What follows belongs to an exercise in optimizing a design on an open flow for small area, a short achievable clock period and few clock cycles; a production flow would make more cautious choices. The RTL was checked by simulation tests, not by an equivalence proof against the original design. Power is estimated from default activity; no workload was simulated.

## build 58
==> flow/design.v (excerpt) <==
module env_mad (
    input  wire        clk,
    input  wire        rst,         
    input  wire        in_valid,
    input  wire        in_op,       
    input  wire [15:0] in_data,
    output wire        in_ready,
    output reg         out_valid,
    output reg  [15:0] out_data
);
    localparam [15:0] BASELINE = 16'd512;
    reg       filling;
    reg [3:0] fcnt;
    reg       rdy;
    always @(posedge clk) begin
        if (rst) begin
            filling <= 1'b1;
            rdy     <= 1'b0;
            fcnt    <= 4'd0;
        end else if (filling) begin
            fcnt <= fcnt + 4'd1;
            if (fcnt == 4'd14)
                rdy <= 1'b1;
            if (fcnt == 4'd15)
                filling <= 1'b0;
        end
    end
    assign in_ready = rdy;
    reg        c_valid;
    reg        c_op;
    reg [15:0] c_data;
    always @(posedge clk) begin
        c_valid <= in_valid && rdy && !rst;
        c_op    <= in_op;
        c_data  <= in_data;
    end
    wire do_push = c_valid && !c_op;
    wire do_int  = c_valid &&  c_op;
    reg [15:0] b [0:15];
    reg [19:0] sum;
    integer i;
    always @(posedge clk) begin
        if (filling || do_push) begin
            b[0] <= filling ? BASELINE : c_data;
            for (i = 1; i < 16; i = i + 1)
                b[i] <= b[i-1];
        end
        if (filling)
            sum <= 20'd16 * BASELINE;
        else if (do_push)
            sum <= sum + {4'd0, c_data} - {4'd0, b[15]};
    end
    wire [15:0] mean = sum[19:4];
    wire [2:0]  rem2 = sum[3:1];
    reg [15:0] lt;
    reg        cy;
    integer j, n;
    always @* begin
        for (j = 0; j < 16; j = j + 1) begin
  ...
Size: ~330 flip-flops, roughly 38 I/O pins, roughly 24000 sq um of cells after synthesis.
Settings: LEC_CHECK=0, CAP_MARGIN=20, CORE_MARGIN=2, CORE_UTILIZATION=40, CTS_BUF_LIST=sky130_fd_sc_hd__clkbuf_8, CTS_CLUSTER_DIAMETER=50, CTS_CLUSTER_SIZE=16, SLEW_MARGIN=20; clock period 27.0 ns.
standard.sh (not shown) runs the stock make flow with config.mk's settings and CLKGATE_MAP_FILE= SYNTH_SCRIPT=/design/flow/synth_recipe.tcl, a recipe that flattens the netlist after the stock synthesis.
==> flow/flow/run.sh <==
#!/bin/bash
# Own layout flow: the standard flow (standard.sh, unchanged synthesis,
# floorplan, placement, CTS and routing) at the design's clock period and
# constraints, with two settings changed:
#  - the port buffers that global placement inserts are plain buffers
#    (buf_2) rather than the delay-buffer cell buffer_ports picks by default;
set -euo pipefail
export BUFFER_PORTS_ARGS="-buffer_cell sky130_fd_sc_hd__buf_2"
export SETUP_SLACK_MARGIN=20.5
bash standard.sh > flow_make.log 2>&1
No stage failed in build 58, and the final checks on the layout all came back clean.
Testbench counts of build 58, summed over its fixed seeds: cycles 16,125.
Setup changes, build 58 to build 51
Settings: CTS_CLUSTER_SIZE: 16 -> 24; CTS_CLUSTER_DIAMETER: 50 -> 100; CTS_BUF_LIST: sky130_fd_sc_hd__clkbuf_8 -> sky130_fd_sc_hd__clkbuf_16.
Compared with build 58, build 51 shows a lower clock network power. For part of the total power dissipated in combinational logic, build 51 and build 58 come out practically identical. Number of logic stages on the critical path including buffering: build 58 vs build 51 identical. Compared with build 58, in build 51 worst hold slack across all endpoints shows no meaningful change, overall global routing resource usage shows a reduction of 0.24 points, first-pass GRT wire length shows no meaningful change, post-synthesis simple-gate area fraction shows no meaningful change, sequential portion of the cell area shows an increase of 0.51 points. Against build 58, build 51 comes in 8 lower on count of plain and timing-repair buffers.
Setup changes, build 51 to build 41
Settings: clearing CTS_BUF_LIST, which used to be sky130_fd_sc_hd__clkbuf_16; clearing CTS_CLUSTER_SIZE, which used to be 24; clearing CTS_CLUSTER_DIAMETER, which used to be 100.
==> comparison <==
- | post-route clock period utilization | build 51 vs build 41 | ≈ equal |
- Maximum cell stage delay along the critical path ended up 0.02 ns lower on build 41 than on build 51.
- On multiplexer fraction of the synthesized cell area, build 41 and build 51 are neck and neck.
- From build 51 to build 41 the numbers moved as follows: first-iteration DRC count shows a reduction of 52; number of post-CTS setup repair buffers shows a reduction of 1; post-route cell area shows an increase of about 2.4%.
- When build 41 is set beside build 51, its clock-cell share of area turns out to be 2.3 points larger.

---

run 1:
env_mad again, from the RTL that the note above started with.
// env_mad
module env_mad (
    input  wire        clk,
    input  wire        rst,         
    input  wire        in_valid,
    input  wire        in_op,       
    input  wire [15:0] in_data,
    output wire        in_ready,
    output reg         out_valid,
    output reg  [15:0] out_data
);
    localparam [15:0] BASELINE = 16'd512;
    reg       filling;
    reg [3:0] fcnt;
    reg       rdy;
    always @(posedge clk) begin
        if (rst) begin
            filling <= 1'b1;
            rdy     <= 1'b0;
            fcnt    <= 4'd0;
        end else if (filling) begin
            fcnt <= fcnt + 4'd1;
            if (fcnt == 4'd14)
                rdy <= 1'b1;
            if (fcnt == 4'd15)
                filling <= 1'b0;
        end
    end
    assign in_ready = rdy;
    reg        c_valid;
    reg        c_op;
    reg [15:0] c_data;
    always @(posedge clk) begin
  ...
==> flow/config.mk <==
export PLATFORM = sky130hd
export DESIGN_NAME = env_mad
export DESIGN_NICKNAME = env_mad
export VERILOG_FILES = /design/flow/design.v
export SDC_FILE = /design/flow/constraint.sdc
export NUM_CORES = 4
export LEC_CHECK = 0
export CAP_MARGIN = 0
export CORE_MARGIN = 2
export CORE_UTILIZATION = 40
export CTS_BUF_LIST = sky130_fd_sc_hd__clkbuf_16
export CTS_CLUSTER_DIAMETER = 100
export CTS_CLUSTER_SIZE = 24
export SLEW_MARGIN = 0
==> flow/constraint.sdc <==
create_clock -name core_clock -period 27.0 [get_ports {clk}]
set_input_delay 5.4000 -clock core_clock [delete_from_list [all_inputs] [get_ports {clk}]]
set_output_delay 5.4000 -clock core_clock [all_outputs]
set_load 0.01 [all_outputs]
==> flow/flow/run.sh <==
#!/bin/bash
# Own layout flow: the standard flow (standard.sh) at the design's clock
# period and constraints, with these changes:
#  - after the standard synthesis, flow/polarity.py re-chooses the polarity
#    of the full-adder cells (a full adder is self-dual), which removes
#    inverters between adders; registers and all other cells are unchanged;
#  - the port buffers that global placement inserts are plain buffers
#    (buf_2) rather than the delay-buffer cell buffer_ports picks by default;
set -euo pipefail
export BUFFER_PORTS_ARGS="-buffer_cell sky130_fd_sc_hd__buf_2"
export SETUP_SLACK_MARGIN=20.5
res=orfs/results/sky130hd/env_mad/base
bash standard.sh "$PWD/$res/1_2_yosys.v" > flow_synth.log 2>&1
cp "$res/1_2_yosys.v" "$res/1_2_yosys.std.v"
python3 flow/polarity.py "$res/1_2_yosys.std.v" "$res/1_2_yosys.v" > flow_polarity.log 2>&1
bash standard.sh > flow_make.log 2>&1
Other scripts of this flow, unchanged in this note and not shown: flow/flow/polarity.py
Testbench counts of run 1, summed over its fixed seeds: cycles 16,125.
Modified inputs, run 2 compared to run 1
Settings: changing CORE_UTILIZATION from 40 to 70.
--- outcome ---
The fraction of met1 tracks used by global routing in run 2 sits 16 points above the value recorded for run 1. Of run 1 and run 2, the lower part of the total power dissipated in the clock network belongs to run 2. Critical path startpoint: out_data[9] -> run 1, rdy -> run 2. Looking at number of buffers other than clock buffers in the final layout, run 2 sits 11 above run 1. Run 2 leaves more setup margin than run 1. Post-placement cell count shrinks by more than 10% when moving from run 1 to run 2.
The inputs of run 3 differ from those of run 2 as listed below.
Settings: a change of CORE_UTILIZATION from 70 to 60; a change of SLEW_MARGIN from 0 to 20; a change of CAP_MARGIN from 0 to 20.
--- a/flow/flow/run.sh
+++ b/flow/flow/run.sh
@@ -9,5 +9,5 @@
 set -euo pipefail
 export BUFFER_PORTS_ARGS="-buffer_cell sky130_fd_sc_hd__buf_2"
-export SETUP_SLACK_MARGIN=20.5
+export SETUP_SLACK_MARGIN=19.5
 res=orfs/results/sky130hd/env_mad/base
 bash standard.sh "$PWD/$res/1_2_yosys.v" > flow_synth.log 2>&1
Notes after the runs:
Run 3 -> run 2: final number of setup-violating endpoints delta 0, exact match
The final critical-path setup slack of run 3 was inferior to that of run 2.
[run 3] initial antenna violation count fell 1 relative to run 2
The reported combinational group power on run 3 is in line with that on run 2.
Compared to run 2, run 3 has biggest cell delay along the critical path 0.68 ns higher.
On run 3: pin count of the biggest net entering global routing is 27% lower than what run 2 gave.

static timing again, ports no longer ideal:
The flow's constraints put no driver on any port. The routed layouts listed below were extracted and timed again, unchanged, in two steps. Step 1, drivers: a clkbuf_16 drives clk and a buf_2 each remaining input, both assumed. Step 2 also shifts input and output timing later by t, the mid clock arrival at the registers, as if the neighbouring blocks saw the same clock. a / b / c = ideal ports / drivers / drivers and shift; a / b = the first two.
| run | t (ns) | slack for setup (ns) | hold WS [ns] | cell pins on the clock port's net |
|---|---|---|---|---|
| build 58 | 0.678 | 20.480 / 20.423 / 20.700 | 0.445 / 0.445 / 0.445 | 1 |
| build 51 | 0.600 | 20.552 / 20.487 / 20.681 | 0.445 / 0.445 / 0.445 | 1 |
| build 41 | 0.614 | 20.558 / 20.498 / 20.658 | 0.438 / 0.438 / 0.438 | 1 |
| run 1 | 0.601 | 20.569 / 20.508 / 20.710 | 0.447 / 0.447 / 0.447 | 1 |
| run 2 | 0.576 | 20.596 / 20.539 / 20.722 | 0.450 / 0.450 / 0.450 | 1 |
| run 3 | 0.581 | 19.854 / 19.854 / 19.854 | 0.444 / 0.444 / 0.444 | 1 |
After both steps setup and hold are still met in every run listed.
